This design comes from an exercise in tuning for small area on the open sky130 flow, not from production work. Only simulation tests tie the RTL to the original design; equivalence was not proved. No activity file was given, so power comes from the tool's default toggle rates.

<file path="flow/run.sh">
#!/bin/bash
# synth_recipe.tcl (not shown) runs the flow's synth.tcl, then flattens the netlist and writes it again
# the make line also repeats each setting of config.mk as NAME=value (left out here)
make -C /OpenROAD-flow-scripts/flow DESIGN_CONFIG=/design/flow/config.mk WORK_HOME=/design/flow/orfs CLKGATE_MAP_FILE= SYNTH_SCRIPT=/design/flow/synth_recipe.tcl finish
</file>
<file path="flow/config.mk">
export PLATFORM = sky130hd
export DESIGN_NAME = pidmc
export DESIGN_NICKNAME = pidmc
export VERILOG_FILES = /design/flow/design.v
export SDC_FILE = /design/flow/constraint.sdc
export NUM_CORES = 4
export LEC_CHECK = 0
export CAP_MARGIN = 20
export CORE_MARGIN = 2
export CORE_UTILIZATION = 60
export CTS_BUF_LIST = sky130_fd_sc_hd__clkbuf_4
export SLEW_MARGIN = 20
</file>
<file path="flow/constraint.sdc">
create_clock -name core_clock -period 100.0 [get_ports {clk}]
set_input_delay 20.0000 -clock core_clock [delete_from_list [all_inputs] [get_ports {clk}]]
set_output_delay 20.0000 -clock core_clock [all_outputs]
set_load 0.01 [all_outputs]
</file>
<file path="flow/design.v">
module pidmc (
    input  wire        clk,
    input  wire        rst,         
    input  wire        start,
    input  wire        tick_fast,
    input  wire        tick_med,
    input  wire        tick_ctrl,
    input  wire        pulse,
    input  wire        ready,
    input  wire [15:0] adc,
    output wire [7:0]  duty,
    output wire        init_done,
    output wire        lcd_rs,
    output wire        lcd_rw,
    output wire        lcd_e,
    output wire [7:0]  lcd_d
);
    localparam [1:0] TS_IDLE = 2'd0, TS_SETUP = 2'd1, TS_EHI = 2'd2, TS_SETTLE = 2'd3;
    localparam [5:0] S_DIV = 6'd0, S_TARGET = 6'd1, S_CSENTER = 6'd2, S_PULSES = 6'd3,
                     S_CSEXIT = 6'd4, S_MEASURE = 6'd5, S_DUTY = 6'd6, S_RETC = 6'd7;
    localparam [2:0] S_SEL = 3'd0, S_HOME = 3'd1, S_HOMEW = 3'd2, S_LINE2 = 3'd3,
                     S_LINE2W = 3'd4, S_CHAR = 3'd5, S_CHARW = 3'd6, S_RETM = 3'd7;
    localparam [1:0] S_TICK = 2'd0, S_CMD = 2'd1, S_CMDW = 2'd2, S_RETF = 2'd3;
    function [6:0] template_char(input [4:0] i);
        case (i)
            5'd0:  template_char = 7'h54;  
            5'd1:  template_char = 7'h41;  
            5'd2:  template_char = 7'h52;  
            5'd3:  template_char = 7'h47;  
            5'd4:  template_char = 7'h45;  
            5'd5:  template_char = 7'h54;  
            5'd6:  template_char = 7'h20;
            5'd7:  template_char = 7'h52;  
            5'd8:  template_char = 7'h50;  
            5'd9:  template_char = 7'h4D;  
            5'd10: template_char = 7'h2D;  
            5'd11: template_char = 7'h20;
            5'd16: template_char = 7'h41;  
            5'd17: template_char = 7'h43;  
            5'd18: template_char = 7'h54;  
            5'd19: template_char = 7'h55;  
            5'd20: template_char = 7'h41;  
            5'd21: template_char = 7'h4C;  
            5'd22: template_char = 7'h20;
            5'd23: template_char = 7'h52;  
            5'd24: template_char = 7'h50;  
            5'd25: template_char = 7'h4D;  
            5'd26: template_char = 7'h2D;  
            5'd27: template_char = 7'h20;
            default: template_char = 7'h30;
        endcase
    endfunction
    reg [7:0]  duty_r;
    reg        init_done_r;
    reg [1:0]  ts;
    reg [6:0]  tw;            
    reg [3:1]  pend, act;
    reg        bg_started;
    reg [5:0]  hpc_ctrl;
    reg [2:0]  hpc_med;
    reg [1:0]  hpc_fast;
    reg [6:0]  sample_cnt;
    reg [5:0]  cursor;        
    reg [5:0]  pa;
    reg [3:0]  pc3, pc2, pc1;
    reg        pc0;
    reg        thi;
    reg [3:0]  t3, t2, t1;
    reg        t0;
    reg [3:0]  m3, m2, m1;
    reg        m0;
    reg        c3;
    reg [3:0]  c2, c1, c0;
    reg [11:0] r;
    wire d7 = (tw == 7'h40);
    assign duty      = duty_r;
    assign init_done = init_done_r;
    assign lcd_rs    = init_done_r & ~d7 & (tw[6] | tw[5]);
    assign lcd_rw    = 1'b0;
    assign lcd_d     = {d7, tw};
    assign lcd_e     = (ts == TS_EHI);
    wire crit = act[1] & ((hpc_ctrl == S_PULSES) | (hpc_ctrl == S_CSEXIT));
    wire ien  = bg_started & ~crit;
    wire disp_fast = ien & pend[3] & ~act[3];
    wire disp_med  = ien & pend[2] & ~act[3] & ~act[2] & ~disp_fast;
    wire disp_ctrl = ien & pend[1] & ~act[3] & ~act[2] & ~act[1] & ~disp_fast & ~disp_med;
    wire disp      = disp_fast | disp_med | disp_ctrl;
    wire run_fast = ~disp & act[3];
    wire run_med  = ~disp & ~act[3] & act[2];
    wire run_ctrl = ~disp & ~act[3] & ~act[2] & act[1];
    wire ts_idle  = (ts == TS_IDLE);
    wire        adc_hi = |adc[15:12];
    wire        adc_lo = ~|adc[15:10];
    wire [11:0] a_cl   = adc_hi ? 12'hFFF : adc_lo ? 12'h400 : adc[11:0];
    wire [11:0] rx   = {r[8:0], r[11:9]};     
    wire [11:0] ry   = {r[10:0], r[11]};      
    wire [12:0] rs_s = {1'b0, rx} + {1'b0, ry};
    wire        r_c  = rs_s[12] | (&rs_s[11:0]);
    wire [11:0] r_n  = rs_s[11:0] + {11'd0, r_c};
    wire [3:0]  r_d  = {1'b0, r[11:9]} + {3'd0, r[11]} + {3'd0, r_c};
    reg         r_up;
    always @(*) begin
        case (hpc_ctrl[1:0])
            2'd1:    r_up = (r_n >= 12'd4075);
            2'd2:    r_up = (r_n >= 12'd3891);
            default: r_up = r_n[11];
        endcase
    end
    wire [3:0]  r_dig = (r_d == 4'd9 && r_up) ? 4'd0 : r_d + {3'd0, r_up};
    wire m_below = ~thi & (t3 == 4'd0) & ((t2 < 4'd2) | ((t2 == 4'd2) & (t1 < 4'd5)));
    wire m_above = thi | (t3 >= 4'd2) | ((t3 == 4'd1) & ((t2 != 4'd0) | (t1 != 4'd0) | t0));
    reg [3:0] dig;
    always @(*) begin
        case ({cursor[4], cursor[1:0]})
            3'd0: dig = {3'd0, c3};
            3'd1: dig = c2;
            3'd2: dig = c1;
            3'd3: dig = c0;
            3'd4: dig = m3;
            3'd5: dig = m2;
            3'd6: dig = m1;
            default: dig = {1'b0, m0, 1'b0, m0};
        endcase
    end
    wire [6:0] fb_char = (cursor[3:2] == 2'b11) ? {3'h3, dig} : template_char(cursor[4:0]);
    wire [5:0] cursor_inc = cursor + 6'd1;
    reg        sched_hit;
    always @(*) begin
        case (cursor_inc[4:0])
            5'd16, 5'd21, 5'd22, 5'd23, 5'd24, 5'd25, 5'd27, 5'd28: sched_hit = 1'b1;
            default: sched_hit = 1'b0;
        endcase
    end
    reg [6:0] sched_cmd;
    always @(*) begin
        case (cursor[4:0])
            5'd24:   sched_cmd = 7'h08;
            5'd25:   sched_cmd = 7'h01;
            5'd27:   sched_cmd = 7'h06;
            5'd28:   sched_cmd = 7'h0C;
            default: sched_cmd = 7'h38;
        endcase
    end
    wire init_last = (cursor[4:0] == 5'd28);
    wire init_done_set = run_fast && hpc_fast == S_CMDW && ts_idle && init_last;
    wire pulses_op     = run_ctrl && hpc_ctrl == S_PULSES;
    wire count_pulse   = pulse && (init_done_r || init_done_set);
    wire [6:0] sample_inc = sample_cnt + 7'd1;
    wire       pc_wrap = pa[5] & (pc3 == 4'd7) & (pc2 == 4'd6) & (pc1 == 4'd7) & pc0;
    wire       cy1 = pc0;
    wire       cy2 = cy1 & (pc1 == 4'd9);
    wire       cy3 = cy2 & (pc2 == 4'd9);
    wire       cy4 = cy3 & (pc3 == 4'd9);
    wire [3:1] ticks = {tick_fast, tick_med, tick_ctrl};
    integer j;
    always @(posedge clk or posedge rst) begin
        if (rst) begin
            duty_r      <= 8'h80;
            init_done_r <= 1'b0;
            ts          <= TS_IDLE;
            tw          <= 7'd0;
            pend        <= 3'b000;
            act         <= 3'b000;
            bg_started  <= 1'b0;
            sample_cnt  <= 7'd0;
            cursor      <= 6'd0;
            m3          <= 4'd0;
            m2          <= 4'd0;
            m1          <= 4'd0;
            m0          <= 1'b0;
            c3          <= 1'b0;
            c2          <= 4'd0;
            c1          <= 4'd0;
            c0          <= 4'd0;
        end else begin
            case (ts)
                TS_SETUP:  ts <= TS_EHI;
                TS_EHI:    ts <= TS_SETTLE;
                TS_SETTLE: if (ready) ts <= TS_IDLE;
                default:   ;
            endcase
            if (disp) begin
                if (disp_fast) act[3] <= 1'b1;
                if (disp_med)  act[2] <= 1'b1;
                if (disp_ctrl) act[1] <= 1'b1;
            end else if (run_ctrl) begin
                if (hpc_ctrl[5]) begin
                    case (hpc_ctrl[4:0])
                        5'd12: c3 <= (r >= 12'd4093);
                        5'd13: c2 <= r_dig;
                        5'd14: c1 <= r_dig;
                        5'd15: c0 <= r_dig;
                        5'd28: m3 <= t3;
                        5'd29: m2 <= t2;
                        5'd30: m1 <= t1;
                        5'd31: m0 <= t0;
                        default: ;
                    endcase
                end else begin
                    case (hpc_ctrl[2:0])
                        3'd0: begin
                            if (sample_inc == 7'd100) sample_cnt <= 7'd0;
                            else                      sample_cnt <= sample_inc;
                        end
                        3'd6: begin
                            if (m_below)      duty_r <= duty_r - 8'd1;
                            else if (m_above) duty_r <= duty_r + 8'd1;
                        end
                        3'd7: act[1] <= 1'b0;
                        default: ;
                    endcase
                end
            end else if (run_med) begin
                case (hpc_med)
                    S_HOME: begin
                        tw <= 7'h02;
                        ts <= TS_SETUP;
                    end
                    S_HOMEW: if (ts_idle) cursor <= 6'd0;
                    S_LINE2: begin
                        tw <= 7'h40;
                        ts <= TS_SETUP;
                    end
                    S_CHAR: begin
                        tw <= fb_char;
                        ts <= TS_SETUP;
                    end
                    S_CHARW: if (ts_idle) cursor <= cursor_inc;
                    S_RETM: act[2] <= 1'b0;
                    default: ;
                endcase
            end else if (run_fast) begin
                case (hpc_fast)
                    S_TICK: if (!init_done_r) cursor <= cursor_inc;
                    S_CMD: begin
                        tw <= sched_cmd;
                        ts <= TS_SETUP;
                    end
                    S_CMDW: if (ts_idle && init_last) begin
                        init_done_r <= 1'b1;
                        cursor      <= 6'd0;
                    end
                    default: act[3] <= 1'b0;
                endcase
            end
            if (start) bg_started <= 1'b1;
            for (j = 1; j <= 3; j = j + 1) begin
                if ((j == 3 && disp_fast) || (j == 2 && disp_med) || (j == 1 && disp_ctrl))
                    pend[j] <= ticks[j];
                else if (ticks[j])
                    pend[j] <= 1'b1;
            end
        end
    end
    always @(posedge clk) begin
        if (pulses_op || !init_done_r) begin
            pa  <= 6'd0;
            pc3 <= 4'd0;
            pc2 <= 4'd0;
            pc1 <= 4'd0;
            pc0 <= count_pulse;
        end else if (count_pulse) begin
            if (pc_wrap) begin
                pa  <= 6'd0;
                pc3 <= 4'd0;
                pc2 <= 4'd0;
                pc1 <= 4'd0;
                pc0 <= 1'b0;
            end else begin
                pc0 <= ~pc0;
                if (cy1) pc1 <= (pc1 == 4'd9) ? 4'd0 : pc1 + 4'd1;
                if (cy2) pc2 <= (pc2 == 4'd9) ? 4'd0 : pc2 + 4'd1;
                if (cy3) pc3 <= (pc3 == 4'd9) ? 4'd0 : pc3 + 4'd1;
                if (cy4) pa  <= pa + 6'd1;
            end
        end
        if (disp) begin
            if (disp_fast) hpc_fast <= S_TICK;
            if (disp_med)  hpc_med  <= S_SEL;
            if (disp_ctrl) hpc_ctrl <= S_DIV;
        end else if (run_ctrl) begin
            if (hpc_ctrl[5]) begin
                hpc_ctrl <= (hpc_ctrl[4:0] == 5'd31) ? S_DUTY : hpc_ctrl + 6'd1;
                if (hpc_ctrl[4:2] == 3'b011 && hpc_ctrl[1:0] != 2'd0)
                    r <= r_n;
            end else begin
                case (hpc_ctrl[2:0])
                    3'd0: hpc_ctrl <= (sample_inc == 7'd100) ? S_TARGET : S_RETC;
                    3'd1: begin
                        r        <= a_cl;
                        hpc_ctrl <= S_CSENTER;
                    end
                    3'd2: hpc_ctrl <= S_PULSES;
                    3'd3: begin
                        thi      <= (pa != 6'd0);
                        t3       <= pc3;
                        t2       <= pc2;
                        t1       <= pc1;
                        t0       <= pc0;
                        hpc_ctrl <= S_CSEXIT;
                    end
                    3'd4: hpc_ctrl <= S_MEASURE;
                    3'd5: hpc_ctrl <= 6'd32;
                    3'd6: hpc_ctrl <= S_RETC;
                    default: ;
                endcase
            end
        end else if (run_med) begin
            case (hpc_med)
                S_SEL: begin
                    if (!init_done_r)         hpc_med <= S_RETM;
                    else if (cursor == 6'd32) hpc_med <= S_HOME;
                    else if (cursor == 6'd16) hpc_med <= S_LINE2;
                    else                      hpc_med <= S_CHAR;
                end
                S_HOME:   hpc_med <= S_HOMEW;
                S_HOMEW:  if (ts_idle) hpc_med <= S_RETM;
                S_LINE2:  hpc_med <= S_LINE2W;
                S_LINE2W: if (ts_idle) hpc_med <= S_CHAR;
                S_CHAR:   hpc_med <= S_CHARW;
                S_CHARW:  if (ts_idle) hpc_med <= S_RETM;
                default:  ;
            endcase
        end else if (run_fast) begin
            case (hpc_fast)
                S_TICK:  hpc_fast <= (!init_done_r && sched_hit) ? S_CMD : S_RETF;
                S_CMD:   hpc_fast <= S_CMDW;
                S_CMDW:  if (ts_idle) hpc_fast <= S_RETF;
                default: ;
            endcase
        end
    end
endmodule
</file>
==> results of run 1 <==
## cell families (layout without fill, tap and decap cells)
logic type	count (synthesis)	in the layout	synth area share
DFF	120	120	0.3922
adders and majority gates	50	50	0.08188
muxes	31	31	0.04252
buffers and inverters	81	121	0.04094
AOI/OAI and AO/OA	202	202	0.1783
and+or+nand+nor	344	344	0.2177
other	1	1	0.0004738
xor gates and xnor gates	39	39	0.04600
## per-layer routing
| layer | wire length, um | vias up |
|---|---|---|
| met4 | 236 | 0 |
| li1 | - | 3197 |
| met5 | 0 | - |
| met3 | 969 | 24 |
| met2 | 8696 | 210 |
| met1 | 8162 | 3093 |
## worst max-delay path, stage by stage (launching register included)
cell and delay, ns:
dfrtp_1 0.39, or4b_2 0.67, nor4_1 0.29, clkdlybuf4s50_1 0.60
## power breakdown
| part | leakage [uW] | switching (uW) | total, uW | internal [uW] |
|---|---|---|---|---|
| registers | 0.00136 | 11.1 | 72.1 | 61.0 |
| logic | 0.00194 | 38.4 | 67.5 | 29.0 |
| clock network | 0.000152 | 18.0 | 34.4 | 16.4 |
## cells in the mapped netlist (5+ instances only)
cell type | count | area, sq um
mux2_2 | 21 | 236.5
o21ai_2 | 8 | 70.07
dfxtp_1 | 18 | 360.4
o21bai_1 | 6 | 45.04
a21oi_1 | 50 | 250.2
nand2_1 | 109 | 409.1
o31ai_1 | 7 | 52.55
nor2b_1 | 9 | 56.30
nand3_1 | 25 | 125.1
and2_1 | 9 | 56.30
nor2_1 | 94 | 352.8
nor4b_1 | 5 | 43.79
nand2b_1 | 10 | 62.56
a22oi_1 | 6 | 45.04
o22ai_1 | 10 | 62.56
nor4_1 | 9 | 56.30
inv_1 | 43 | 161.4
edfxtp_1 | 38 | 1141
nand4_1 | 12 | 75.07
xor2_1 | 15 | 131.4
nor3_1 | 21 | 105.1
xnor2_1 | 21 | 183.9
dfrtp_1 | 63 | 1577
ha_1 | 47 | 588.1
and3_1 | 5 | 31.28
o21ai_0 | 39 | 195.2
mux2i_1 | 10 | 100.1
or2_2 | 7 | 43.79
a211oi_1 | 5 | 37.54
a31oi_1 | 8 | 50.05
nor3b_1 | 5 | 37.54
a222oi_1 | 6 | 60.06
clkbuf_1 | 29 | 108.9
a21o_1 | 6 | 45.04
## sequential cells by signal (all words and copies together), names as in the netlist, 3 cells and up
signal      flops
tw              7
t1              4
c1              4
cursor          6
hpc_ctrl        6
pend            3
pc1             4
hpc_med         3
pa              6
pc2             4
m1              4
t3              4
m3              4
r              12
c0              4
act             3
duty_r          8
sample_cnt      7
m2              4
pc3             4
c2              4
t2              4
## per-stage QoR
stage | util | hold slack, ns | area [sq um] | std cells | power [uW]
finish | 0.6807 | 0.4851 | 8695 | 1080 | 173.9
global route | 0.6807 | 0.5184 | 8695 | 1080 | 185.7
CTS | 0.6803 | 0.4921 | 8690 | 1080 | 174.0
detailed placement | 0.6587 | 0.4602 | 8414 | 1048 | 139.8
global placement | 0.6587 | 0.4639 | 8414 | 1048 | 137.0
floorplan | - | 0.4307 | 7915 | 868 | 116.8
## area by class of cell
type,count,area share
Clock buffer,23,0.01986
Clock inverter,9,0.01180
Inverter,44,0.01900
Multi-Input combinational cell,667,0.5166
Sequential cell,120,0.3570
Tap cell,172,0.02475
Timing Repair Buffer,45,0.05094
## worst min path at each step
stage	end	slack [ns]	start
after floorplan	bg_started	0.43	bg_started
after global placement	bg_started	0.46	bg_started
after detailed placement	bg_started	0.46	bg_started
after CTS	bg_started	0.49	bg_started
after global routing	duty_r[7]	0.52	duty_r[7]
final	bg_started	0.49	bg_started
## cells in the final DEF (no fill, tap or decap), types with 21 or more instances in the layout
| cell type | instances |
|---|---|
| xnor2_1 | 21 |
| a21oi_1 | 50 |
| nand3_1 | 25 |
| nor3_1 | 21 |
| ha_1 | 47 |
| clkdlybuf4s50_1 | 42 |
| edfxtp_1 | 38 |
| clkbuf_4 | 23 |
| inv_1 | 42 |
| mux2_2 | 21 |
| nand2_1 | 109 |
| o21ai_0 | 39 |
| dfrtp_1 | 63 |
| nor2_1 | 94 |
==> impl_metrics.tcl, run 1 <==
set metrics [dict create \
    fmaxAchievable_mhz 44.46 \
    fillers 1002 \
    synth-seq-cells 120 \
    grt_pass1_wl_um 30160 \
    synthesis.nets 942 \
    cp-startpoint "tw[3]" \
    whs_path_depth 1 \
    grt_setup_unrepaired "no" \
    vdd_ir_drop_max_mv 0.01229 \
    drc_errors 0 \
    cp-start-kind "flop" \
    cp_data_required_time_ns 80.00 \
    rrSetupSlack_ns 93.73 \
    critical_path_class "flop to output port" \
    antenna_cells 0 \
    relSlewSlack 0.4365 \
    grt_pass1_vias 6142 \
    syn_area_per_cell_sq_um 9.119 \
    drt_iter0_drc 556 \
    grt-busiest-layer "met2" \
    antenna_left 0 \
    core_area_sq_um 12770 \
    worst_slack_ns 77.51 \
    cts_setup_buffers 0 \
    firstDrtPassIters 6 \
    antenna_found_initial 0 \
    grt_start_max_net_pins 55 \
    grt_overflow_total 0 \
    insertion_delay_ns 0.55 \
    hold_viol_final 0 \
    use_met2 0.4292 \
    fin_crit_sh 0.2249 \
    synth_warnings 1 \
    dieWidth_um 118.9 \
    synthesis.area_sq_um 7915 \
    register_area_sq_um 3104 \
    synthArstFlopShare 0.5333 \
    gp_congestion 0.9467 \
    place.detailed.hpwl_um 13520 \
    wl_per_cell_um 16.73 \
    grt_util_met1 0.3585 \
    die_height_um 118.9 \
    slew_viol_final 0 \
    multi_input_area_sq_um 4492 \
    area_growth_pct 9.848 \
    cts.clk_slew.worst_paths_ns 0.10 \
    die_area_sq_um 14130 \
    timing_worst_slew_pin_value_ns 0.8416 \
    setup-violations-final 0 \
    track_usage 0.2639 \
    synth_edf_count 38 \
    initial_core_util 0.6196 \
    ff2ff_path_depth 23 \
    via_count 6524 \
    dpl_worst_slack_ns 77.41 \
    wirelength_um 18070 \
    clock_skew_ns 0.02445 \
    nets 969 \
    drive_above_1_share 0.1046 \
    yosysUniqueCellTypes 88 \
    cts_resized 0 \
    max-cap-violations 0 \
    fin_crit_ns 22.49 \
    io_pins 44 \
    fp-row-count 41 \
    holdBufCountCts 0 \
    r2r_end "c1[2]" \
    min_path_type "flop to flop" \
    ys.flop_type "dfrtp_1" \
    htree_levels 4 \
    arrival_ns 2.49 \
    endpoint "lcd_d[7]" \
    port_buffers 42 \
    cts.sinks 120 \
    clk_path_buf_depth 2 \
    grt_use_met3 0.04693 \
    status "timing/DRC/antenna clean" \
    synth-seq-area-share 0.3922 \
    cts_buffers 17 \
    worst_setup_path_end_kind "output port" \
    root_buffer "clkbuf_4" \
    leakage_uw 0.003455 \
    setup_tns_ns 0 \
    r2r_start "r[9]" \
    cp_max_fo 3 \
    cts_tree "yes" \
    synth_cells 868 \
    viasPerCell 6.041 \
    powerDensity_nw_per_um2 20.00 \
]
==> run 2: changes to the inputs <==
==> flow/flow/run.sh (new file) <==
#!/bin/bash
# Own layout flow:
#  1. the standard synthesis, unchanged;
#  2. an area re-mapping of its combinational logic by ABC (the flip-flops and
#     tie cells stay the same instances, names and cell types), kept only if
#     a formal equivalence check against the standard netlist passes;
#  3. the standard layout, with the smallest buffer on the ports and a
#     clock tree of small clock buffers without dummy loads.
set -euo pipefail
R=orfs/results/sky130hd/pidmc/base
bash standard.sh synth > log_1_standard_synth.log 2>&1
cp $R/1_2_yosys.v std_synth.v
if yosys -s flow/reopt.ys > log_2_reopt_yosys.log 2>&1 && \
   yosys -s flow/eq.ys > log_3_equiv_yosys.log 2>&1; then
  cp reopt.v $R/1_2_yosys.v
  echo "re-mapped netlist used" > reopt_status.txt
else
  echo "re-mapping failed; standard netlist used" > reopt_status.txt
fi
rm -f $R/1_synth.odb $R/1_synth.sdc
export BUFFER_PORTS_ARGS="-buffer_cell sky130_fd_sc_hd__buf_1"
export CTS_ARGS="-sink_clustering_enable -repair_clock_nets -buf_list sky130_fd_sc_hd__clkbuf_4 -dont_use_dummy_load"
bash standard.sh finish > log_4_standard_layout.log 2>&1
==> flow/flow/eq.ys (new file) <==
# Formal check that the re-mapped netlist equals the standard synthesis.
read_liberty -ignore_miss_func /OpenROAD-flow-scripts/flow/platforms/sky130hd/lib/sky130_fd_sc_hd__tt_025C_1v80.lib
read_verilog std_synth.v
rename pidmc gold
read_verilog reopt.v
rename pidmc gate
flatten gold gate
opt_clean
async2sync
equiv_make gold gate eq
hierarchy -top eq
equiv_simple
equiv_induct
equiv_status -assert
==> flow/flow/reopt.ys (new file) <==
# Area re-mapping of the standard synthesis netlist: the flip-flops and tie
# cells are kept as they are (same instances, names and cell types); only the
# combinational cells between them are re-optimised by ABC for area.
read_liberty -ignore_miss_func /OpenROAD-flow-scripts/flow/platforms/sky130hd/lib/sky130_fd_sc_hd__tt_025C_1v80.lib
read_verilog std_synth.v
hierarchy -top pidmc
setattr -mod -set blackbox 1 sky130_fd_sc_hd__df* sky130_fd_sc_hd__edf* sky130_fd_sc_hd__sdf* sky130_fd_sc_hd__dl* sky130_fd_sc_hd__conb*
flatten
opt_clean -purge
tee -o reopt_before.txt stat -liberty /OpenROAD-flow-scripts/flow/platforms/sky130hd/lib/sky130_fd_sc_hd__tt_025C_1v80.lib
abc -liberty /OpenROAD-flow-scripts/flow/platforms/sky130hd/lib/sky130_fd_sc_hd__tt_025C_1v80.lib -dont_use sky130_fd_sc_hd__probe_p_8 -dont_use sky130_fd_sc_hd__probec_p_8 -dont_use sky130_fd_sc_hd__lpflow_* -script +strash;dc2;dch,-f;amap;strash;dc2;dch,-f;amap;mfs;strash;dc2;dch,-f;amap
setundef -zero
splitnets
opt_clean -purge
hilomap -singleton -hicell sky130_fd_sc_hd__conb_1 HI -locell sky130_fd_sc_hd__conb_1 LO
opt_clean -purge
check
tee -o reopt_after.txt stat -liberty /OpenROAD-flow-scripts/flow/platforms/sky130hd/lib/sky130_fd_sc_hd__tt_025C_1v80.lib
write_verilog -noattr -noexpr -nohex -nodec reopt.v
==> flow/standard.sh (new file) <==
#!/bin/bash
# synth_recipe.tcl (not shown) runs the flow's synth.tcl, then flattens the netlist and writes it again
# the make line also repeats each setting of config.mk as NAME=value (left out here)
make -C /OpenROAD-flow-scripts/flow DESIGN_CONFIG=/design/flow/config.mk WORK_HOME=/design/flow/orfs CLKGATE_MAP_FILE= SYNTH_SCRIPT=/design/flow/synth_recipe.tcl "${@:-finish}"
--- a/flow/config.mk
+++ b/flow/config.mk
@@ -8,5 +8,4 @@
 export CAP_MARGIN = 20
 export CORE_MARGIN = 2
 export CORE_UTILIZATION = 60
-export CTS_BUF_LIST = sky130_fd_sc_hd__clkbuf_4
 export SLEW_MARGIN = 20
removed: flow/run.sh
==> impl_metrics.tcl, run 2 <==
set metrics [dict create \
    status "timing/DRC/antenna clean" \
    reg_top3 "r: 12 flops, duty_r: 8 flops" \
    min_path_type "flop to flop" \
    vdd_ir_drop_max_mv 0.01078 \
    cts.clk_slew.worst_paths_ns 0.09 \
    dieWidth_um 106.9 \
    powerDensity_nw_per_um2 20.28 \
    critical_path_class "input port to flop" \
    viasPerCell 6.228 \
    nets 863 \
    grt_use_met3 0.06930 \
    relSlewSlack 0.3668 \
    dpl_worst_slack_ns 76.98 \
    timing_worst_slew_pin_value_ns 0.9454 \
    cts_resized 0 \
    port_buffers 42 \
    die_area_sq_um 11430 \
    antenna_found_initial 0 \
    path_cells "buf_1 -> nand2_1 -> nor2_1 -> nand2_1 -> nor4_1 -> nor2_1 -> nor2_1 -> clkinv_1 -> nor4_1 -> o21ai_0 -> nor4_1 -> o211ai_1 -> nor2_1 -> and2_0 -> nor2_1 -> a211oi_1" \
    wl_per_cell_um 16.65 \
    grt_pass1_vias 5696 \
    hold_viol_final 0 \
    fmaxAchievable_mhz 44.35 \
    critPathSlowestCell "nor4_1" \
    antenna_left 0 \
    cp_max_fo 6 \
    drive_above_1_share 0.02867 \
    arrival_ns 22.99 \
    cpPeakStageDelay_ns 0.49 \
    wirelength_um 16200 \
    antenna_cells 0 \
    gp_congestion 0.9781 \
    fillers 872 \
    grt_pass1_wl_um 27000 \
    whs_ns 0.4648 \
    grt_setup_unrepaired "no" \
    place.detailed.hpwl_um 12270 \
    clock_skew_ns 0.03412 \
    cts.sinks 120 \
    syn_area_per_cell_sq_um 8.207 \
    cts_tree "yes" \
    worst_setup_path_end_kind "flop" \
    placed_area_sq_um 6703 \
    register_area_sq_um 3104 \
    die_height_um 106.9 \
    area_growth_pct 7.682 \
    clk_path_buf_depth 2 \
    fin_crit_sh 0.2255 \
    htree_levels 4 \
    design_area_sq_um 6840 \
    insertion_delay_ns 0.54 \
    finish.utilization 0.6626 \
    synth_warnings 1 \
    setup_tns_ns 0 \
    firstDrtPassIters 6 \
    slew_viol_final 0 \
    track_usage 0.3027 \
    mostFrequentLayoutCells "nor2_1, clkinv_1, o21ai_0" \
    largest_reg_flops 12 \
    fin_crit_ns 22.55 \
    grt_start_max_net_pins 65 \
    grt_overflow_total 0 \
    synthesis.area_sq_um 6352 \
    crit_path_frequent_cell "nor2_1" \
    drc_errors 0 \
    use_met2 0.4977 \
    max-cap-violations 0 \
    root_buffer "clkbuf_4" \
    cp_data_required_time_ns 100.45 \
    multi_input_area_sq_um 2819 \
    leakage_uw 0.002414 \
    grt-busiest-layer "met2" \
    holdBufCountCts 0 \
    top_register "r" \
    cp-start-kind "input port" \
    initial_core_util 0.6153 \
    synthesis.nets 798 \
    drt_iter0_drc 563 \
    worst_slack_ns 77.45 \
    layout_commonest_cell "nor2_1" \
    synth_cells 774 \
    grt_util_met1 0.3939 \
    core_area_sq_um 10320 \
    io_pins 44 \
    setup-violations-final 0 \
    fp-row-count 37 \
    cts_buffers 17 \
    cts_setup_buffers 0 \
    via_count 6060 \
]
==> run 2: power breakdown <==
| group | switching, uW | internal (uW) |
|---|---|---|
| registers | 7.48 | 60.3 |
| clock network | 15.2 | 7.73 |
| logic | 32.4 | 15.5 |
==> run 2: layout make-up <==
cell class              count  area share
repair buffers             46     0.02744
flip-flops and latches    120      0.4538
clock buffers              17     0.01866
multi-input cells         539      0.4121
inverters                 115     0.06311
well taps                 136     0.02488
==> run 2: metrics by stage <==
stage	instances	power, uW
after floorplan	774	100.8
after global placement	955	113.2
after detailed placement	955	115.1
after CTS	972	137.6
after global routing	973	147.4
final	973	138.7
==> run 2: critical path, delay by kind of cell <==
family	cells	cell delay [ns]
AND/OR/NAND/NOR	11	2.18
AO/OA/AOI/OAI	3	0.58
buffers and inverters	2	0.24
==> run 2: path summary, 6_finish.rpt <==
kind                       cells past startpoint             to     startpoint  slack (ns)
setup / recovery                              16          pa[5]          pulse       77.45
hold / removal                                 1  sample_cnt[6]  sample_cnt[6]        0.46
setup reg to reg                              35          c2[2]          r[10]       93.30
hold reg to reg                                1  sample_cnt[6]  sample_cnt[6]        0.46
max in group asynchronous                      3    init_done_r            rst       79.76
min in group asynchronous                      3          ts[1]            rst       19.66
==> run 2: per-layer routing <==
metal,part of all wire,routed length (um),vias up
li1,-,-,2905
met1,0.42,6786,2817
met2,0.47,7692,288
met3,0.086,1394,50
met4,0.020,329,0
met5,0,0,-
==> run 3: changes to the inputs <==
==> flow/flow/run.sh (replaced) <==
#!/bin/bash
# Own layout flow:
#  1. the standard synthesis, unchanged;
#  2. an area re-mapping of its combinational logic by ABC (the flip-flops and
#     tie cells stay the same instances, names and cell types): several ABC
#     scripts are tried and the smallest netlist is kept, and only if a formal
#     equivalence check against the standard netlist passes;
#  3. the standard layout, with the smallest buffer on the ports and a
#     clock tree of small clock buffers without dummy loads.
set -uo pipefail
R=orfs/results/sky130hd/pidmc/base
bash standard.sh synth > log_1_standard_synth.log 2>&1 || exit 1
cp $R/1_2_yosys.v std_synth.v
I="strash;dc2;dch,-f;amap"
M="strash;dch,-f;map,-a"
SCRIPTS=("$I;$I;$I" "$I;$I;mfs;$I" "$I;$I;$I;$M;mfs;$I" "$I;$I;$I;$I;$I;$I"
         "$M;$I;$M;$I" "strash;dc2;dch,-f;amap,-A,8,-F,4;$I;$I"
         "$I;mfs;$I;mfs;$I;mfs;$I" "strash;ifraig;dc2;dch,-f;amap;$I;$I")
for k in "${!SCRIPTS[@]}"; do
  sed -e "s#@SCRIPT@#${SCRIPTS[$k]}#" -e "s#reopt_after.txt#reopt_after_$k.txt#" \
      -e "s#reopt_before.txt#reopt_before_$k.txt#" -e "s#reopt.v#reopt_$k.v#" \
      flow/reopt.ys > reopt_$k.ys
  yosys -s reopt_$k.ys > log_2_reopt_yosys_$k.log 2>&1 &
done
wait
best=""; besta=""
for k in "${!SCRIPTS[@]}"; do
  a=$(grep "Chip area" reopt_after_$k.txt 2>/dev/null | awk '{print $NF}')
  [ -n "$a" ] || continue
  if [ -z "$besta" ] || awk "BEGIN{exit !($a < $besta)}"; then best=$k; besta=$a; fi
done
echo "best script $best area $besta" > reopt_status.txt
if [ -n "$best" ]; then
  cp reopt_$best.v reopt.v
  if yosys -s flow/eq.ys > log_3_equiv_yosys.log 2>&1; then
    cp reopt.v $R/1_2_yosys.v
    echo "re-mapped netlist used" >> reopt_status.txt
  else
    echo "equivalence failed; standard netlist used" >> reopt_status.txt
  fi
fi
rm -f $R/1_synth.odb $R/1_synth.sdc
export BUFFER_PORTS_ARGS="-buffer_cell sky130_fd_sc_hd__buf_1"
export CTS_ARGS="-sink_clustering_enable -repair_clock_nets -buf_list sky130_fd_sc_hd__clkbuf_4 -dont_use_dummy_load"
bash standard.sh finish > log_4_standard_layout.log 2>&1
--- a/flow/flow/reopt.ys
+++ b/flow/flow/reopt.ys
@@ -8,7 +8,7 @@
 flatten
 opt_clean -purge
 tee -o reopt_before.txt stat -liberty /OpenROAD-flow-scripts/flow/platforms/sky130hd/lib/sky130_fd_sc_hd__tt_025C_1v80.lib
-abc -liberty /OpenROAD-flow-scripts/flow/platforms/sky130hd/lib/sky130_fd_sc_hd__tt_025C_1v80.lib -dont_use sky130_fd_sc_hd__probe_p_8 -dont_use sky130_fd_sc_hd__probec_p_8 -dont_use sky130_fd_sc_hd__lpflow_* -script +strash;dc2;dch,-f;amap;strash;dc2;dch,-f;amap;mfs;strash;dc2;dch,-f;amap
+abc -liberty /OpenROAD-flow-scripts/flow/platforms/sky130hd/lib/sky130_fd_sc_hd__tt_025C_1v80.lib -dont_use sky130_fd_sc_hd__probe_p_8 -dont_use sky130_fd_sc_hd__probec_p_8 -dont_use sky130_fd_sc_hd__lpflow_* -script +@SCRIPT@
 setundef -zero
 splitnets
 opt_clean -purge
==> impl_metrics.tcl, run 3 <==
set metrics [dict create \
    crit_path_frequent_cell "nor2_1" \
    mostFrequentLayoutCells "nor2_1, clkinv_1, o21ai_0" \
    max-cap-violations 0 \
    p_switching_uw 55.14 \
    synthesis.area_sq_um 6352 \
    port_buffers 42 \
    hold_viol_final 0 \
    place.detailed.hpwl_um 12270 \
    design_area_sq_um 6840 \
    powerDensity_nw_per_um2 20.28 \
    dpl_worst_slack_ns 76.98 \
    worst_slack_ns 77.45 \
    dieWidth_um 106.9 \
    path_delay_family "simple AND/OR/NAND/NOR gates" \
    critical_path_class "input port to flop" \
    dp_cells 955 \
    leakage_uw 0.002414 \
    p_int_uw 83.56 \
    relSlewSlack 0.3668 \
    cts_resized 0 \
    cts_tree "yes" \
    synth_warnings 1 \
    critPathSlowestCell "nor4_1" \
    grt_pass1_vias 5696 \
    status "timing/DRC/antenna clean" \
    power_frac_comb 0.346 \
    cp-start-kind "input port" \
    core_area_sq_um 10320 \
    antenna_found_initial 0 \
    grt_pass1_wl_um 27000 \
    grt_start_max_net_pins 65 \
    endpoint "pa[5]" \
    cts_setup_buffers 0 \
    nets 863 \
    use_met2 0.4977 \
    holdBufCountCts 0 \
    clk_path_buf_depth 2 \
    setup-violations-final 0 \
    grt-busiest-layer "met2" \
    ff2ff_path_depth 35 \
    cts.clk_slew.worst_paths_ns 0.09 \
    vdd_ir_drop_max_mv 0.01078 \
    power.total_uw 138.7 \
    wirelength_um 16200 \
    grt_util_met1 0.3939 \
    htree_levels 4 \
    min_path_type "flop to flop" \
    fp-row-count 37 \
    grt_setup_unrepaired "no" \
    sw_frac_of_total 0.3975 \
    synth_cells 774 \
    clock_skew_ns 0.03412 \
    drc_errors 0 \
    cp_num_buf_inv 2 \
    initial_core_util 0.6153 \
    cp_data_required_time_ns 100.45 \
    die_area_sq_um 11430 \
    fin_crit_ns 22.55 \
    antenna_left 0 \
    worst_setup_path_end_kind "flop" \
    synthesis.nets 798 \
    syn_area_per_cell_sq_um 8.207 \
    slew_viol_final 0 \
    firstDrtPassIters 6 \
    path_cells "buf_1 -> nand2_1 -> nor2_1 -> nand2_1 -> nor4_1 -> nor2_1 -> nor2_1 -> clkinv_1 -> nor4_1 -> o21ai_0 -> nor4_1 -> o211ai_1 -> nor2_1 -> and2_0 -> nor2_1 -> a211oi_1" \
    die_height_um 106.9 \
    fmaxAchievable_mhz 44.35 \
    timing_worst_slew_pin_value_ns 0.9454 \
    r2r_end "c2[2]" \
    r2r_start "r[10]" \
    fin_crit_sh 0.2255 \
    final-instance-count-excl-fill 973 \
    track_usage 0.3027 \
    root_buffer "clkbuf_4" \
    clockPowerShare 0.166 \
    drt_iter0_drc 563 \
    viasPerCell 6.228 \
    arrival_ns 22.99 \
    cts.sinks 120 \
    reg_top3 "r: 12 flops, duty_r: 8 flops" \
    drive_above_1_share 0.02867 \
    largest_reg_flops 12 \
    layout_commonest_cell "nor2_1" \
    placed_area_sq_um 6703 \
    top_register "r" \
    cp-startpoint "pulse" \
    rrSetupSlack_ns 93.30 \
    fillers 872 \
    cts_buffers 17 \
    gp_congestion 0.9781 \
    wl_per_cell_um 16.65 \
    insertion_delay_ns 0.54 \
    antenna_cells 0 \
    cpPeakStageDelay_ns 0.49 \
    path_depth 16 \
    area_growth_pct 7.682 \
    grt_overflow_total 0 \
    setup_tns_ns 0 \
    via_count 6060 \
    grt_use_met3 0.06930 \
    seqPwrFrac 0.489 \
    cp_max_fo 6 \
    io_pins 44 \
]
==> run 3: cell counts in the layout (fill, tap and decap cells not counted) <==
Identical to the previous run, type by type.
==> run 3: layer usage <==
metal	share of wire	vias to the layer above
met5	0	-
met4	0.020	0
met3	0.086	50
met2	0.47	288
met1	0.42	2817
li1	-	2905
==> run 3: worst min-delay path by stage <==
stage                              from             to  cells past startpoint  slack, ns
after floorplan           sample_cnt[6]  sample_cnt[6]                      1       0.42
after global placement    sample_cnt[6]  sample_cnt[6]                      1       0.44
after detailed placement  sample_cnt[6]  sample_cnt[6]                      1       0.46
after CTS                 sample_cnt[6]  sample_cnt[6]                      1       0.47
after global routing             pc2[0]          t2[0]                      0       0.49
final                     sample_cnt[6]  sample_cnt[6]                      1       0.46
==> run 3: final cells by class <==
type	count	area (sq um)	area share
Timing Repair Buffer	46	187.7	0.02744
Tap cell	136	170.2	0.02488
Sequential cell	120	3104	0.4538
Clock buffer	17	127.6	0.01866
Inverter	115	431.7	0.06311
Multi-Input combinational cell	539	2819	0.4121
==> run 3: power groups by stage <==
stage | sequential [uW] | clock [uW] | combinational, uW
3_3_place_gp | 68.2 | 0 | 45.0
3_5_place_dp | 68.7 | 0 | 46.5
4_1_cts | 67.7 | 23.3 | 46.7
5_1_grt | 69.0 | 25.3 | 53.2
2_1_floorplan | 67.3 | 0 | 33.5
6_report | 67.8 | 23.0 | 47.9
==> run 3: per-stage QoR <==
step / utilization / hold WS (ns)
floorplan: - / 0.4249
global placement: 0.6493 / 0.4380
detailed placement: 0.6493 / 0.4560
CTS: 0.6616 / 0.4682
global route: 0.6626 / 0.4949
finish: 0.6626 / 0.4648
==> run 4: changes to the inputs <==
--- a/flow/design.v
+++ b/flow/design.v
@@ -50,6 +50,43 @@
             default: template_char = 7'h30;
         endcase
     endfunction
+    function [5:0] inc6(input [5:0] v);
+        integer i;
+        reg c;
+        begin
+            c = 1'b1;
+            for (i = 0; i < 6; i = i + 1) begin
+                inc6[i] = v[i] ^ c;
+                c = c & v[i];
+            end
+        end
+    endfunction
+    function [4:0] inc5(input [4:0] v);
+        integer i;
+        reg c;
+        begin
+            c = 1'b1;
+            for (i = 0; i < 5; i = i + 1) begin
+                inc5[i] = v[i] ^ c;
+                c = c & v[i];
+            end
+        end
+    endfunction
+    function [3:0] dinc(input [3:0] d);
+        dinc = {(d[3] & ~d[0]) | (d[2] & d[1] & d[0]), d[2] ^ (d[1] & d[0]),
+                (d[1] ^ d[0]) & ~d[3], ~d[0]};
+    endfunction
+    function [7:0] step8(input [7:0] v, input dn);
+        integer i;
+        reg c;
+        begin
+            c = 1'b1;
+            for (i = 0; i < 8; i = i + 1) begin
+                step8[i] = v[i] ^ c;
+                c = c & (v[i] ^ dn);
+            end
+        end
+    endfunction
     reg [7:0]  duty_r;
     reg        init_done_r;
     reg [1:0]  ts;
@@ -94,10 +131,24 @@
     wire [11:0] a_cl   = adc_hi ? 12'hFFF : adc_lo ? 12'h400 : adc[11:0];
     wire [11:0] rx   = {r[8:0], r[11:9]};     
     wire [11:0] ry   = {r[10:0], r[11]};      
-    wire [12:0] rs_s = {1'b0, rx} + {1'b0, ry};
-    wire        r_c  = rs_s[12] | (&rs_s[11:0]);
-    wire [11:0] r_n  = rs_s[11:0] + {11'd0, r_c};
-    wire [3:0]  r_d  = {1'b0, r[11:9]} + {3'd0, r[11]} + {3'd0, r_c};
+    wire [11:0] ryn  = ~ry;
+    wire [12:0] gk;
+    assign gk[0] = 1'b1;
+    genvar gi;
+    generate for (gi = 0; gi < 12; gi = gi + 1) begin : g_cmp
+        assign gk[gi+1] = (rx[gi] & ~ryn[gi]) | (~(rx[gi] ^ ryn[gi]) & gk[gi]);
+    end endgenerate
+    wire        r_c  = gk[12];
+    wire [12:0] rk;
+    wire [11:0] r_n;
+    assign rk[0] = r_c;
+    generate for (gi = 0; gi < 12; gi = gi + 1) begin : g_add
+        assign r_n[gi]  = rx[gi] ^ ry[gi] ^ rk[gi];
+        assign rk[gi+1] = (rx[gi] & ry[gi]) | (rk[gi] & (rx[gi] ^ ry[gi]));
+    end endgenerate
+    wire        rd_c1 = (r[9] & r[11]) | (r_c & (r[9] ^ r[11]));
+    wire        rd_c2 = r[10] & rd_c1;
+    wire [3:0]  r_d   = {r[11] & rd_c2, r[11] ^ rd_c2, r[10] ^ rd_c1, r[9] ^ r[11] ^ r_c};
     reg         r_up;
     always @(*) begin
         case (hpc_ctrl[1:0])
@@ -106,7 +157,7 @@
             default: r_up = r_n[11];
         endcase
     end
-    wire [3:0]  r_dig = (r_d == 4'd9 && r_up) ? 4'd0 : r_d + {3'd0, r_up};
+    wire [3:0]  r_dig = r_up ? dinc(r_d) : r_d;
     wire m_below = ~thi & (t3 == 4'd0) & ((t2 < 4'd2) | ((t2 == 4'd2) & (t1 < 4'd5)));
     wire m_above = thi | (t3 >= 4'd2) | ((t3 == 4'd1) & ((t2 != 4'd0) | (t1 != 4'd0) | t0));
     reg [3:0] dig;
@@ -123,7 +174,7 @@
         endcase
     end
     wire [6:0] fb_char = (cursor[3:2] == 2'b11) ? {3'h3, dig} : template_char(cursor[4:0]);
-    wire [5:0] cursor_inc = cursor + 6'd1;
+    wire [5:0] cursor_inc = inc6(cursor);
     reg        sched_hit;
     always @(*) begin
         case (cursor_inc[4:0])
@@ -142,16 +193,23 @@
         endcase
     end
     wire init_last = (cursor[4:0] == 5'd28);
+    wire [6:0] word = !init_done_r ? sched_cmd :
+                      cursor[5]    ? 7'h02 :
+                      hpc_med[1]   ? 7'h40 : fb_char;
     wire init_done_set = run_fast && hpc_fast == S_CMDW && ts_idle && init_last;
     wire pulses_op     = run_ctrl && hpc_ctrl == S_PULSES;
     wire count_pulse   = pulse && (init_done_r || init_done_set);
-    wire [6:0] sample_inc = sample_cnt + 7'd1;
-    wire       pc_wrap = pa[5] & (pc3 == 4'd7) & (pc2 == 4'd6) & (pc1 == 4'd7) & pc0;
+    wire [6:0] sample_inc = {sample_cnt[5:0], ~(sample_cnt[6] ^ sample_cnt[5])};
+    wire       sample_end = (sample_cnt == 7'h4B);
+    wire       pc_wrap = (pa == 6'h38) & (pc3 == 4'd7) & (pc2 == 4'd6) & (pc1 == 4'd7) & pc0;
     wire       cy1 = pc0;
     wire       cy2 = cy1 & (pc1 == 4'd9);
     wire       cy3 = cy2 & (pc2 == 4'd9);
     wire       cy4 = cy3 & (pc3 == 4'd9);
     wire [3:1] ticks = {tick_fast, tick_med, tick_ctrl};
+    wire [7:0] duty_step   = step8(duty_r, m_below);
+    wire [5:0] pa_inc      = {pa[4:0], ~(pa[5] ^ pa[4])};
+    wire [4:0] hpc_fmt_inc = inc5(hpc_ctrl[4:0]);
     integer j;
     always @(posedge clk or posedge rst) begin
         if (rst) begin
@@ -199,12 +257,11 @@
                 end else begin
                     case (hpc_ctrl[2:0])
                         3'd0: begin
-                            if (sample_inc == 7'd100) sample_cnt <= 7'd0;
+                            if (sample_end) sample_cnt <= 7'd0;
                             else                      sample_cnt <= sample_inc;
                         end
                         3'd6: begin
-                            if (m_below)      duty_r <= duty_r - 8'd1;
-                            else if (m_above) duty_r <= duty_r + 8'd1;
+                            if (m_below | m_above) duty_r <= duty_step;
                         end
                         3'd7: act[1] <= 1'b0;
                         default: ;
@@ -213,16 +270,16 @@
             end else if (run_med) begin
                 case (hpc_med)
                     S_HOME: begin
-                        tw <= 7'h02;
+                        tw <= word;
                         ts <= TS_SETUP;
                     end
                     S_HOMEW: if (ts_idle) cursor <= 6'd0;
                     S_LINE2: begin
-                        tw <= 7'h40;
+                        tw <= word;
                         ts <= TS_SETUP;
                     end
                     S_CHAR: begin
-                        tw <= fb_char;
+                        tw <= word;
                         ts <= TS_SETUP;
                     end
                     S_CHARW: if (ts_idle) cursor <= cursor_inc;
@@ -233,7 +290,7 @@
                 case (hpc_fast)
                     S_TICK: if (!init_done_r) cursor <= cursor_inc;
                     S_CMD: begin
-                        tw <= sched_cmd;
+                        tw <= word;
                         ts <= TS_SETUP;
                     end
                     S_CMDW: if (ts_idle && init_last) begin
@@ -268,10 +325,10 @@
                 pc0 <= 1'b0;
             end else begin
                 pc0 <= ~pc0;
-                if (cy1) pc1 <= (pc1 == 4'd9) ? 4'd0 : pc1 + 4'd1;
-                if (cy2) pc2 <= (pc2 == 4'd9) ? 4'd0 : pc2 + 4'd1;
-                if (cy3) pc3 <= (pc3 == 4'd9) ? 4'd0 : pc3 + 4'd1;
-                if (cy4) pa  <= pa + 6'd1;
+                if (cy1) pc1 <= dinc(pc1);
+                if (cy2) pc2 <= dinc(pc2);
+                if (cy3) pc3 <= dinc(pc3);
+                if (cy4) pa  <= pa_inc;
             end
         end
         if (disp) begin
@@ -280,12 +337,12 @@
             if (disp_ctrl) hpc_ctrl <= S_DIV;
         end else if (run_ctrl) begin
             if (hpc_ctrl[5]) begin
-                hpc_ctrl <= (hpc_ctrl[4:0] == 5'd31) ? S_DUTY : hpc_ctrl + 6'd1;
+                hpc_ctrl <= (hpc_ctrl[4:0] == 5'd31) ? S_DUTY : {1'b1, hpc_fmt_inc};
                 if (hpc_ctrl[4:2] == 3'b011 && hpc_ctrl[1:0] != 2'd0)
                     r <= r_n;
             end else begin
                 case (hpc_ctrl[2:0])
-                    3'd0: hpc_ctrl <= (sample_inc == 7'd100) ? S_TARGET : S_RETC;
+                    3'd0: hpc_ctrl <= sample_end ? S_TARGET : S_RETC;
                     3'd1: begin
                         r        <= a_cl;
                         hpc_ctrl <= S_CSENTER;
==> impl_metrics.tcl, run 4 <==
set metrics [dict create \
    drc_errors 0 \
    synth_warnings 1 \
    timing_worst_slew_pin_value_ns 1.031 \
    top_register "r" \
    drive_above_1_share 0.02815 \
    nets 843 \
    via_count 5656 \
    htree_levels 4 \
    hp-start "pa[2]" \
    dpl_worst_slack_ns 76.95 \
    cp-start-kind "input port" \
    multi_input_area_sq_um 2670 \
    dieWidth_um 105.5 \
    setup_tns_ns 0 \
    fillers 915 \
    syn_area_per_cell_sq_um 8.185 \
    hold_viol_final 0 \
    cts.clk_slew.worst_paths_ns 0.09 \
    drt_iter0_drc 571 \
    rrSetupSlack_ns 94.25 \
    cts_setup_buffers 0 \
    cts_buffers 17 \
    cpPeakStageDelay_ns 0.56 \
    grt_pass1_wl_um 25080 \
    leakage_uw 0.002423 \
    viasPerCell 5.935 \
    fin_crit_sh 0.2263 \
    cts_resized 0 \
    place.detailed.hpwl_um 11240 \
    die_height_um 105.5 \
    cp_max_fo 5 \
    setup-violations-final 0 \
    r2r_end "c0[3]" \
    status "timing/DRC/antenna clean" \
    synth_cells 755 \
    grt_overflow_total 0 \
    insertion_delay_ns 0.50 \
    io_pins 44 \
    ff2ff_path_depth 34 \
    path_delay_family "simple AND/OR/NAND/NOR gates" \
    port_buffers 42 \
    critical_path_class "input port to flop" \
    worst_slack_ns 77.37 \
    holdBufCountCts 0 \
    reg_top3 "r: 12 flops, duty_r: 8 flops" \
    gp_congestion 0.9154 \
    area_growth_pct 7.917 \
    fp-row-count 37 \
    largest_reg_flops 12 \
    core_area_sq_um 10140 \
    arrival_ns 23.00 \
    r2r_start "r[11]" \
    critPathSlowestCell "nor4_1" \
    vdd_ir_drop_max_mv 0.009551 \
    cts_tree "yes" \
    synthesis.nets 779 \
    cp_data_required_time_ns 100.37 \
    track_usage 0.2823 \
    relSlewSlack 0.3072 \
    whs_path_depth 2 \
    firstDrtPassIters 5 \
    mostFrequentLayoutCells "nor2_1, clkinv_1, dfrtp_1" \
    cts.sinks 120 \
    root_buffer "clkbuf_4" \
    antenna_cells 0 \
    clk_path_buf_depth 2 \
    wirelength_um 14780 \
    fmaxAchievable_mhz 44.19 \
    initial_core_util 0.6095 \
    antenna_found_initial 0 \
    slew_viol_final 0 \
    path_cells "buf_1 -> nand3_1 -> nor2_1 -> clkinv_1 -> nor4_1 -> nand2_1 -> nor4_1 -> clkinv_1 -> nor4_1 -> clkinv_1 -> a22oi_1 -> nor2_1" \
    grt_setup_unrepaired "no" \
    grt_pass1_vias 5407 \
    register_area_sq_um 3104 \
    powerDensity_nw_per_um2 19.25 \
    cp_num_buf_inv 4 \
    fin_crit_ns 22.63 \
    grt_start_max_net_pins 65 \
    die_area_sq_um 11130 \
    clock_skew_ns 0.04716 \
    synthesis.area_sq_um 6180 \
    max-cap-violations 0 \
    worstHoldEndpoint "pa[2]" \
    worst_setup_path_end_kind "flop" \
    layout_commonest_cell "nor2_1" \
    min_path_type "flop to flop" \
    antenna_left 0 \
    wl_per_cell_um 15.51 \
]
## run 4: worst min-delay path, delay by kind of cell, from the launching register on
kind	cells	cell delay (ns)
flip-flops	1	0.32
buffers and inverters	1	0.05
AO/OA/AOI/OAI	1	0.05
## run 4: metrics by stage
step	power [uW]	std cells	instance area (sq um)	hold slack (ns)	util
after floorplan	93.89	755	6180	0.4277	-
after CTS	128.4	953	6663	0.4644	0.6572
after global placement	104.9	936	6535	0.4451	0.6446
after detailed placement	106.2	936	6535	0.4492	0.6446
final	128.4	953	6669	0.4596	0.6578
after global routing	136.9	953	6669	0.4974	0.6578
## run 4: area by class of cell
cell class | count | share of cell area
Tap cell | 136 | 0.02552
Sequential cell | 120 | 0.4655
Inverter | 111 | 0.06248
Multi-Input combinational cell | 524 | 0.4004
Clock buffer | 17 | 0.01914
Timing Repair Buffer | 45 | 0.02702
## run 4: power by group
| group | switching [uW] | internal, uW | total (uW) |
|---|---|---|---|
| Sequential | 6.78 | 59.8 | 66.6 |
| Clock | 14.7 | 7.78 | 22.5 |
| Combinational | 26.3 | 13.0 | 39.4 |
## run 4: worst max path at each step
| stage | start | endpoint | slack (ns) | cells after the start |
|---|---|---|---|---|
| after floorplan | pulse | pa[1] | 77.66 | 11 |
| after global placement | pulse | pa[1] | 77.11 | 12 |
| after detailed placement | pulse | pa[1] | 76.95 | 12 |
| after CTS | pulse | pa[1] | 77.47 | 12 |
| after global routing | pulse | pa[1] | 76.87 | 12 |
| final | pulse | pa[1] | 77.37 | 12 |
## run 4: routing by layer
metal | track usage | routed length, um | share of wire
met4 | 0.1210 | 429 | 0.029
met5 | 0 | 0 | 0
met1 | 0.3709 | 6421 | 0.43
met2 | 0.4585 | 7122 | 0.48
met3 | 0.05380 | 808 | 0.055
==> run 5: changes to the inputs <==
--- a/flow/design.v
+++ b/flow/design.v
@@ -16,8 +16,8 @@
     output wire [7:0]  lcd_d
 );
     localparam [1:0] TS_IDLE = 2'd0, TS_SETUP = 2'd1, TS_EHI = 2'd2, TS_SETTLE = 2'd3;
-    localparam [5:0] S_DIV = 6'd0, S_TARGET = 6'd1, S_CSENTER = 6'd2, S_PULSES = 6'd3,
-                     S_CSEXIT = 6'd4, S_MEASURE = 6'd5, S_DUTY = 6'd6, S_RETC = 6'd7;
+    localparam [6:0] Q_TARGET = 7'd27, Q_PULSES = 7'd29, Q_CSEXIT = 7'd30,
+                     Q_RETC = 7'd65, Q_DIVEND = 7'd99;
     localparam [2:0] S_SEL = 3'd0, S_HOME = 3'd1, S_HOMEW = 3'd2, S_LINE2 = 3'd3,
                      S_LINE2W = 3'd4, S_CHAR = 3'd5, S_CHARW = 3'd6, S_RETM = 3'd7;
     localparam [1:0] S_TICK = 2'd0, S_CMD = 2'd1, S_CMDW = 2'd2, S_RETF = 2'd3;
@@ -61,17 +61,6 @@
             end
         end
     endfunction
-    function [4:0] inc5(input [4:0] v);
-        integer i;
-        reg c;
-        begin
-            c = 1'b1;
-            for (i = 0; i < 5; i = i + 1) begin
-                inc5[i] = v[i] ^ c;
-                c = c & v[i];
-            end
-        end
-    endfunction
     function [3:0] dinc(input [3:0] d);
         dinc = {(d[3] & ~d[0]) | (d[2] & d[1] & d[0]), d[2] ^ (d[1] & d[0]),
                 (d[1] ^ d[0]) & ~d[3], ~d[0]};
@@ -93,10 +82,10 @@
     reg [6:0]  tw;            
     reg [3:1]  pend, act;
     reg        bg_started;
-    reg [5:0]  hpc_ctrl;
+    reg [6:0]  cq;
+    reg        c_body, c_ret;
     reg [2:0]  hpc_med;
     reg [1:0]  hpc_fast;
-    reg [6:0]  sample_cnt;
     reg [5:0]  cursor;        
     reg [5:0]  pa;
     reg [3:0]  pc3, pc2, pc1;
@@ -116,7 +105,7 @@
     assign lcd_rw    = 1'b0;
     assign lcd_d     = {d7, tw};
     assign lcd_e     = (ts == TS_EHI);
-    wire crit = act[1] & ((hpc_ctrl == S_PULSES) | (hpc_ctrl == S_CSEXIT));
+    wire crit = act[1] & c_body & ((cq == Q_PULSES) | (cq == Q_CSEXIT));
     wire ien  = bg_started & ~crit;
     wire disp_fast = ien & pend[3] & ~act[3];
     wire disp_med  = ien & pend[2] & ~act[3] & ~act[2] & ~disp_fast;
@@ -151,7 +140,7 @@
     wire [3:0]  r_d   = {r[11] & rd_c2, r[11] ^ rd_c2, r[10] ^ rd_c1, r[9] ^ r[11] ^ r_c};
     reg         r_up;
     always @(*) begin
-        case (hpc_ctrl[1:0])
+        case (cq[1:0])
             2'd1:    r_up = (r_n >= 12'd4075);
             2'd2:    r_up = (r_n >= 12'd3891);
             default: r_up = r_n[11];
@@ -197,10 +186,21 @@
                       cursor[5]    ? 7'h02 :
                       hpc_med[1]   ? 7'h40 : fb_char;
     wire init_done_set = run_fast && hpc_fast == S_CMDW && ts_idle && init_last;
-    wire pulses_op     = run_ctrl && hpc_ctrl == S_PULSES;
+    wire pulses_op     = run_ctrl && c_body && cq == Q_PULSES;
     wire count_pulse   = pulse && (init_done_r || init_done_set);
-    wire [6:0] sample_inc = {sample_cnt[5:0], ~(sample_cnt[6] ^ sample_cnt[5])};
-    wire       sample_end = (sample_cnt == 7'h4B);
+    function [6:0] inc7(input [6:0] v);
+        integer i;
+        reg c;
+        begin
+            c = 1'b1;
+            for (i = 0; i < 7; i = i + 1) begin
+                inc7[i] = v[i] ^ c;
+                c = c & v[i];
+            end
+        end
+    endfunction
+    wire [6:0] cq_inc = inc7(cq);
+    wire       fmt    = c_body & (cq[6:5] == 2'b01);
     wire       pc_wrap = (pa == 6'h38) & (pc3 == 4'd7) & (pc2 == 4'd6) & (pc1 == 4'd7) & pc0;
     wire       cy1 = pc0;
     wire       cy2 = cy1 & (pc1 == 4'd9);
@@ -209,7 +209,6 @@
     wire [3:1] ticks = {tick_fast, tick_med, tick_ctrl};
     wire [7:0] duty_step   = step8(duty_r, m_below);
     wire [5:0] pa_inc      = {pa[4:0], ~(pa[5] ^ pa[4])};
-    wire [4:0] hpc_fmt_inc = inc5(hpc_ctrl[4:0]);
     integer j;
     always @(posedge clk or posedge rst) begin
         if (rst) begin
@@ -220,7 +219,7 @@
             pend        <= 3'b000;
             act         <= 3'b000;
             bg_started  <= 1'b0;
-            sample_cnt  <= 7'd0;
+            cq          <= 7'd0;
             cursor      <= 6'd0;
             m3          <= 4'd0;
             m2          <= 4'd0;
@@ -242,30 +241,28 @@
                 if (disp_med)  act[2] <= 1'b1;
                 if (disp_ctrl) act[1] <= 1'b1;
             end else if (run_ctrl) begin
-                if (hpc_ctrl[5]) begin
-                    case (hpc_ctrl[4:0])
-                        5'd12: c3 <= (r >= 12'd4093);
-                        5'd13: c2 <= r_dig;
-                        5'd14: c1 <= r_dig;
-                        5'd15: c0 <= r_dig;
-                        5'd28: m3 <= t3;
-                        5'd29: m2 <= t2;
-                        5'd30: m1 <= t1;
-                        5'd31: m0 <= t0;
-                        default: ;
-                    endcase
+                if (!c_body) begin
+                    if (!c_ret) cq <= (cq == Q_DIVEND) ? Q_TARGET : cq_inc;
+                    else        act[1] <= 1'b0;
                 end else begin
-                    case (hpc_ctrl[2:0])
-                        3'd0: begin
-                            if (sample_end) sample_cnt <= 7'd0;
-                            else                      sample_cnt <= sample_inc;
-                        end
-                        3'd6: begin
-                            if (m_below | m_above) duty_r <= duty_step;
-                        end
-                        3'd7: act[1] <= 1'b0;
-                        default: ;
-                    endcase
+                    cq <= (cq == Q_RETC) ? 7'd0 : cq_inc;
+                    if (fmt) begin
+                        case (cq[4:0])
+                            5'd12: c3 <= (r >= 12'd4093);
+                            5'd13: c2 <= r_dig;
+                            5'd14: c1 <= r_dig;
+                            5'd15: c0 <= r_dig;
+                            5'd28: m3 <= t3;
+                            5'd29: m2 <= t2;
+                            5'd30: m1 <= t1;
+                            5'd31: m0 <= t0;
+                            default: ;
+                        endcase
+                    end
+                    if (cq == 7'd64) begin
+                        if (m_below | m_above) duty_r <= duty_step;
+                    end
+                    if (cq == Q_RETC) act[1] <= 1'b0;
                 end
             end else if (run_med) begin
                 case (hpc_med)
@@ -334,33 +331,24 @@
         if (disp) begin
             if (disp_fast) hpc_fast <= S_TICK;
             if (disp_med)  hpc_med  <= S_SEL;
-            if (disp_ctrl) hpc_ctrl <= S_DIV;
+            if (disp_ctrl) begin
+                c_body <= 1'b0;
+                c_ret  <= 1'b0;
+            end
         end else if (run_ctrl) begin
-            if (hpc_ctrl[5]) begin
-                hpc_ctrl <= (hpc_ctrl[4:0] == 5'd31) ? S_DUTY : {1'b1, hpc_fmt_inc};
-                if (hpc_ctrl[4:2] == 3'b011 && hpc_ctrl[1:0] != 2'd0)
-                    r <= r_n;
+            if (!c_body) begin
+                c_ret <= 1'b1;
+                if (!c_ret && cq == Q_DIVEND) c_body <= 1'b1;
             end else begin
-                case (hpc_ctrl[2:0])
-                    3'd0: hpc_ctrl <= sample_end ? S_TARGET : S_RETC;
-                    3'd1: begin
-                        r        <= a_cl;
-                        hpc_ctrl <= S_CSENTER;
-                    end
-                    3'd2: hpc_ctrl <= S_PULSES;
-                    3'd3: begin
-                        thi      <= (pa != 6'd0);
-                        t3       <= pc3;
-                        t2       <= pc2;
-                        t1       <= pc1;
-                        t0       <= pc0;
-                        hpc_ctrl <= S_CSEXIT;
-                    end
-                    3'd4: hpc_ctrl <= S_MEASURE;
-                    3'd5: hpc_ctrl <= 6'd32;
-                    3'd6: hpc_ctrl <= S_RETC;
-                    default: ;
-                endcase
+                if (cq == Q_TARGET) r <= a_cl;
+                if (fmt && cq[4:2] == 3'b011 && cq[1:0] != 2'd0) r <= r_n;
+                if (cq == Q_PULSES) begin
+                    thi <= (pa != 6'd0);
+                    t3  <= pc3;
+                    t2  <= pc2;
+                    t1  <= pc1;
+                    t0  <= pc0;
+                end
             end
         end else if (run_med) begin
             case (hpc_med)
==> impl_metrics.tcl, run 5 <==
set metrics [dict create \
    status "timing/DRC/antenna clean" \
    core_area_sq_um 9774 \
    cp_num_buf_inv 4 \
    p_int_uw 67.78 \
    cts.sinks 116 \
    fmaxAchievable_mhz 45.97 \
    placed_area_sq_um 6394 \
    cts_resized 0 \
    setup_tns_ns 0 \
    cts_setup_buffers 0 \
    synth_warnings 1 \
    fin_crit_ns 21.75 \
    cpPeakStageDelay_ns 0.41 \
    path_cells "buf_1 -> nand3_1 -> nor2_1 -> clkinv_1 -> nor4_1 -> clkinv_1 -> nor4_1 -> clkinv_1 -> a2111oi_0 -> a21oi_1 -> nor2_1" \
    register_area_sq_um 2984 \
    layout_commonest_cell "nor2_1" \
    area_growth_pct 8.065 \
    min_path_type "flop to flop" \
    design_area_sq_um 6521 \
    leakage_uw 0.002273 \
    root_buffer "clkbuf_4" \
    drive_above_1_share 0.02985 \
    grt_overflow_total 0 \
    antenna_cells 0 \
    viasPerCell 5.956 \
    htree_levels 4 \
    seqPwrFrac 0.548 \
    slew_viol_final 0 \
    gp_congestion 0.9079 \
    largest_reg_flops 12 \
    cts_tree "yes" \
    synthesis.area_sq_um 6035 \
    setup-violations-final 0 \
    via_count 5581 \
    timing_worst_slew_pin_value_ns 0.9960 \
    sw_frac_of_total 0.3358 \
    insertion_delay_ns 0.56 \
    power_frac_comb 0.237 \
    mostFrequentLayoutCells "nor2_1, clkinv_1, dfrtp_1" \
    cp-start-kind "input port" \
    cts.clk_slew.worst_paths_ns 0.09 \
    wl_per_cell_um 15.46 \
    track_usage 0.2825 \
    critical_path_class "input port to flop" \
    fin_crit_sh 0.2175 \
    firstDrtPassIters 7 \
    path_delay_family "simple AND/OR/NAND/NOR gates" \
    die_area_sq_um 10880 \
    worst_setup_path_end_kind "flop" \
    p_switching_uw 34.27 \
    antenna_left 0 \
    grt_pass1_vias 5205 \
    die_height_um 104.3 \
    arrival_ns 22.22 \
    wirelength_um 14480 \
    antenna_found_initial 0 \
    drt_iter0_drc 384 \
    cts_buffers 17 \
    holdBufCountCts 0 \
    grt_setup_unrepaired "no" \
    powerDensity_nw_per_um2 15.65 \
    io_pins 44 \
    power.total_uw 102.0 \
    fp-row-count 36 \
    dieWidth_um 104.3 \
    hold_viol_final 0 \
    finish.utilization 0.6672 \
    drc_errors 0 \
    grt_start_max_net_pins 65 \
    clock_skew_ns 0.04174 \
    max-cap-violations 0 \
    reg_top3 "r: 12 flops, duty_r: 8 flops" \
    critPathSlowestCell "a2111oi_0" \
    multi_input_area_sq_um 2673 \
    relSlewSlack 0.3309 \
    clk_path_buf_depth 2 \
    vdd_ir_drop_max_mv 0.01025 \
    synth_cells 741 \
    clockPowerShare 0.216 \
    nets 830 \
    fillers 875 \
    grt_pass1_wl_um 24490 \
    synthesis.nets 765 \
    cp_data_required_time_ns 100.47 \
    crit_path_frequent_cell "clkinv_1" \
    port_buffers 42 \
    top_register "r" \
    place.detailed.hpwl_um 11040 \
    syn_area_per_cell_sq_um 8.144 \
    cp_max_fo 4 \
    initial_core_util 0.6174 \
]
-- run 5: metrics by stage --
stage / hold WS (ns) / setup slack [ns] / instances
after floorplan: 0.4161 / 78.26 / 741
after global placement: 0.4248 / 77.93 / 920
after detailed placement: 0.4233 / 77.77 / 920
after CTS: 0.4259 / 78.29 / 937
after global routing: 0.4388 / 77.97 / 937
final: 0.4303 / 78.25 / 937
-- run 5: worst paths after layout --
path | cells after the start | endpoint | slack, ns | from
max in group asynchronous | 3 | ts[0] | 79.78 | rst
hold reg to reg | 0 | t3[0] | 0.43 | pc3[0]
min in group asynchronous | 3 | bg_started | 19.64 | rst
setup reg to reg | 31 | c2[2] | 94.23 | r[10]
hold / removal | 0 | t3[0] | 0.43 | pc3[0]
setup / recovery | 11 | pc3[1] | 78.25 | pulse
-- run 5: power by group through the flow --
| stage | Combinational, uW | Clock (uW) | Sequential (uW) |
|---|---|---|---|
| after floorplan | 16.8 | 0 | 56.3 |
| after global placement | 23.0 | 0 | 56.7 |
| after detailed placement | 23.6 | 0 | 56.8 |
| after CTS | 23.7 | 22.7 | 55.8 |
| after global routing | 27.0 | 24.5 | 56.5 |
| final | 24.1 | 22.0 | 55.9 |
-- run 5: worst register-to-register path, delay by kind of cell, from the launching register on --
kind	cells	cell delay [ns]
AOI/OAI and AO/OA	19	3.55
and+or+nand+nor	9	1.21
DFF	1	0.48
buffers and inverters	3	0.36
-- run 5: routing by layer --
metal  vias to the layer above  share of wire  routed length (um)  track usage
met5                         -              0                   0            0
met4                         0          0.022                 319       0.1014
met3                        30          0.066                 949      0.07206
met2                       181           0.46                6599       0.4356
met1                      2589           0.46                6615       0.3886
li1                       2781              -                   -            -
-- run 5: layout make-up --
type                       count  area share
sequential                   116      0.4576
multi-input combinational    523      0.4098
inverter                     102     0.05871
timing repair buffer          46     0.02878
tap                          133     0.02552
clock buffer                  17     0.01957

-- afterwards: timing with drivers on the ports --
Ports are ideal in the flow. The routed layouts listed here were re-timed in OpenROAD.
Step 1, drivers: a clkbuf_16 drives clk and a buf_2 each remaining input, both assumed.
Step 2 adds t to the input delays and takes it off the output delays; t is the mean of the earliest and latest rising clock arrival at the registers after step 1. Input paths then give back, and output paths get back, about the clock's delay inside the block.
a / b / c = ideal / step 1 / step 2; a / b = the first two.
run	t, ns	setup slack, ns	worst register clock-pin slew, ns
run 1	0.572	77.510 / 77.475 / 77.634	0.12 / 0.12
run 2	0.562	77.452 / 77.465 / 76.903	0.11 / 0.11
run 3	0.562	77.452 / 77.465 / 76.903	0.11 / 0.11
run 4	0.512	77.372 / 77.382 / 76.871	0.12 / 0.12
run 5	0.571	78.246 / 78.254 / 77.686	0.11 / 0.11
After both steps setup and hold are still met in every run listed. For run 5, which loses most, drivers alone change the setup slack by +0.008 ns; drivers and shift together by -0.560 ns.
